From an optimization exercise on the open Yosys and OpenROAD flow, aimed at small area, a short achievable clock period and few clock cycles per item; shortcuts taken in it are not production practice. Function was checked by simulation only, so behaviour that the tests miss may differ from the original. Power is estimated from default activity; no workload was simulated.

== run 1 ==
## pid_unit
module pid_unit (
    input  wire        clk,
    input  wire        rst,
    input  wire        cmd_valid,
    output wire        cmd_ready,
    input  wire [3:0]  cmd_op,
    input  wire [31:0] cmd_data,
    input  wire [31:0] cmd_now,
    output reg  [31:0] kp,
    output reg  [31:0] ki,
    output reg  [31:0] kd,
    output reg  [31:0] maxi,
    output reg         dir_neg,
    output reg  [31:0] sgain,
    output reg  [31:0] i_acc,
    output reg  [31:0] prev_err,
    output reg  [31:0] prev_time,
    output reg  [31:0] servo_out,
    output reg         tb_valid,
    output reg         dt_zero,
    output reg  [1:0]  cmd_status
);
    localparam [31:0] KP_INIT     = 32'd52429;    
    localparam [31:0] KI_INIT     = 32'd0;
    localparam [31:0] KD_INIT     = 32'd26214;    
    localparam [31:0] MAXI_INIT   = 32'd327680;   
    localparam        DIRNEG_INIT = 1'b1;
    localparam [31:0] SGAIN_INIT  = 32'd65536;    
    localparam [3:0] OP_NOP = 4'h0, OP_RESET = 4'h1, OP_UPDATE = 4'h2,
                     OP_WR_KP = 4'h3, OP_WR_KI = 4'h4, OP_WR_KD = 4'h5,
                     OP_WR_MAXI = 4'h6, OP_WR_DIR = 4'h7, OP_WR_SGAIN = 4'h8;
    localparam [1:0] ST_OK = 2'd0, ST_RANGE = 2'd1, ST_ILLEGAL = 2'd2;
    reg        rdy;
    assign cmd_ready = rdy;
  ...
Size in the first run: about 7900 cells after synthesis, roughly 370 I/O pins, ~64000 um^2 of cells after synthesis.
clock: 17.5 ns
lec_check: 0
cap_margin: 20
core_margin: 2
core_utilization: 40
slew_margin: 20
synth_hierarchical: 1
standard.sh (not shown) runs the stock make flow with config.mk's settings and CLKGATE_MAP_FILE= SYNTH_SCRIPT=/design/flow/synth_recipe.tcl, a recipe that flattens the netlist after the stock synthesis.
==> flow/flow/run.sh <==
#!/bin/bash
set -euo pipefail
bash standard.sh SETUP_SLACK_MARGIN=9.8 finish > make.log 2>&1
Testbench counts of run 1, summed over its fixed seeds: cycles 13,832, items 1,600.
## Diff of input files: run 2 against run 1
==> flow/flow/run.sh <==
#!/bin/bash
set -euo pipefail
bash standard.sh SETUP_SLACK_MARGIN=11.7 finish > make.log 2>&1
Findings:
Relative to run 1, share of final layout cell area taken by clock buffers and inverters decreased by 0.84 points in run 2.
When the final numbers for run 2 and run 1 were put side by side, the wire length turned out to be greater in run 2.
Biggest fanout along the worst timing path ends up lower on run 2.
Relative to run 1, worst slack at placement has decreased by 0.068 ns in run 2.
Count of clock-net buffers in the final layout ended up 6 higher on run 2 than on run 1.
Run 1 -> run 2: worst reg-to-reg path cell count increased by more than a quarter
Diff run 1..run 2 | multi-input combinational cell count | negligible
Looking at utilization of the core after routing, run 2 sits above run 1.
Lower maximum vdd ir drop among run 2 and run 1: run 1
Of run 2 and run 1, it is run 2 that has the higher cell count.
Run 2 vs run 1, standard cell with the maximum stage delay on the critical path: sky130_fd_sc_hd__fa_1 vs sky130_fd_sc_hd__clkdlybuf4s50_1
Inputs modified between run 2 and run 3:
==> flow/flow/run.sh <==
#!/bin/bash
set -euo pipefail
bash standard.sh SETUP_SLACK_MARGIN=10.5 finish > make.log 2>&1
In run 3, growth of design area from synthesis to finish is lower than in run 2.
Run 3 — post-route fraction of the period consumed by the critical path 0.86 points lower, run 2 as reference
Taking run 2 as the reference, in run 3 share of total power in combinational logic lost 9.7 points, total setup buffers inserted after CTS lost 364, first-pass GRT wire length lost 6.9%.
From run 2 to run 3 the numbers moved as follows: smallest setup slack after layout moved up; total design power moved down; clock power moved up; total stage count of the critical path moved down.
Run 3 against run 2; maximum frequency is up by a few percent.
Final area was higher in run 2 than in run 3.


Another version of the RTL of pid_unit (not shown whole).
Size: ~7900 cells after synthesis, about 370 I/O pins, roughly 64000 um2 of cells after synthesis.
// pid_unit
module pid_unit (
    input  wire        clk,
    input  wire        rst,
    input  wire        cmd_valid,
    output wire        cmd_ready,
    input  wire [3:0]  cmd_op,
    input  wire [31:0] cmd_data,
    input  wire [31:0] cmd_now,
    output reg  [31:0] kp,
    output reg  [31:0] ki,
    output reg  [31:0] kd,
    output reg  [31:0] maxi,
    output reg         dir_neg,
    output reg  [31:0] sgain,
    output reg  [31:0] i_acc,
    output reg  [31:0] prev_err,
    output reg  [31:0] prev_time,
    output reg  [31:0] servo_out,
    output reg         tb_valid,
    output reg         dt_zero,
    output reg  [1:0]  cmd_status
);
    localparam [31:0] KP_INIT     = 32'd52429;    
    localparam [31:0] KI_INIT     = 32'd0;
    localparam [31:0] KD_INIT     = 32'd26214;    
    localparam [31:0] MAXI_INIT   = 32'd327680;   
    localparam        DIRNEG_INIT = 1'b1;
  ...
==> flow/config.mk <==
export PLATFORM = sky130hd
export DESIGN_NAME = pid_unit
export DESIGN_NICKNAME = pid_unit
export VERILOG_FILES = /design/flow/design.v
export SDC_FILE = /design/flow/constraint.sdc
export NUM_CORES = 4
export LEC_CHECK = 0
export CAP_MARGIN = 20
export CORE_MARGIN = 2
export CORE_UTILIZATION = 50
export SLEW_MARGIN = 20
export SYNTH_HIERARCHICAL = 1
==> flow/constraint.sdc <==
create_clock -name core_clock -period 17.5 [get_ports {clk}]
set_input_delay 3.5000 -clock core_clock [delete_from_list [all_inputs] [get_ports {clk}]]
set_output_delay 3.5000 -clock core_clock [all_outputs]
set_load 0.01 [all_outputs]
==> flow/flow/run.sh <==
#!/bin/bash
set -euo pipefail
bash standard.sh SETUP_SLACK_MARGIN=10.5 finish > make.log 2>&1
Testbench counts at the start, summed over its fixed seeds: cycles 13,832, items 1,600.
Rerun with:
==> flow/flow/run.sh (replaced) <==
#!/bin/bash
set -euo pipefail
bash standard.sh "BUFFER_PORTS_ARGS=-buffer_cell sky130_fd_sc_hd__buf_2" \
    SETUP_SLACK_MARGIN=10.5 finish > make.log 2>&1
- CTS_BUF_LIST: default -> sky130_fd_sc_hd__clkbuf_8
- The new run passed the timing, design-rule and antenna checks
- global-route usage decreases by 0.22 points
- total power drops slightly
- cell count is about the same
Rerun with:
==> flow/flow/run.sh (replaced) <==
#!/bin/bash
set -euo pipefail
bash standard.sh SETUP_SLACK_MARGIN=10.8 finish > make.log 2>&1
- CTS_BUF_LIST: sky130_fd_sc_hd__clkbuf_8 -> default
What happened: Final area is higher by 7.9%. Global-route usage is higher by 2.1 points. Worst setup slack improved by 0.16 ns. Synthesized cell count stays the same. Via count is higher by 4.1%. Core utilization is higher by 4.5 points. Total power is higher by 8.6%.
Rerun with:
==> flow/flow/run.sh (replaced) <==
#!/bin/bash
set -euo pipefail
bash standard.sh "BUFFER_PORTS_ARGS=-buffer_cell sky130_fd_sc_hd__buf_2" \
    SETUP_SLACK_MARGIN=10.5 finish > make.log 2>&1
Result: Power shrinks by 5.3%; routed wire length fell by 5.9%; via count shrinks by 3.6%; core utilization fell by 4.1 points.

==> separate check: timing with driven ports <==
Ports are ideal in the flow. The routed layouts listed here were re-timed in OpenROAD.
Step 1 (the two cells are an assumption about what drives the block):
set clk [get_ports {clk}]
set_driving_cell -lib_cell sky130_fd_sc_hd__clkbuf_16 $clk
set_driving_cell -lib_cell sky130_fd_sc_hd__buf_2 [delete_from_list [all_inputs] $clk]
Step 2, shift: input delay + t, output delay - t, t = (earliest + latest rising clock arrival at the registers) / 2. This alone moves slack from input paths to output paths.
a / b / c = ideal / step 1 / step 2; a / b = the first two.
run	t, ns	setup slack, ns	latest minus earliest clock arrival (ns)
run 1	0.774	9.973 / 9.994 / 9.247	0.074 / 0.073
run 2	0.801	10.404 / 10.404 / 10.404	0.058 / 0.058
run 3	0.779	10.555 / 10.555 / 9.856	0.074 / 0.074
the first run of note 2	0.757	10.573 / 10.608 / 9.871	0.066 / 0.066
the second run of note 2	0.960	10.538 / 10.538 / 9.800	0.080 / 0.081
the third run of note 2	0.783	10.694 / 10.694 / 10.098	0.049 / 0.050
the fourth run of note 2	0.774	10.595 / 10.595 / 9.940	0.069 / 0.069
After both steps every run listed still meets setup and hold. For the second run of note 2, which loses most, drivers alone change the setup slack by 0.000 ns; drivers and shift together by -0.738 ns.
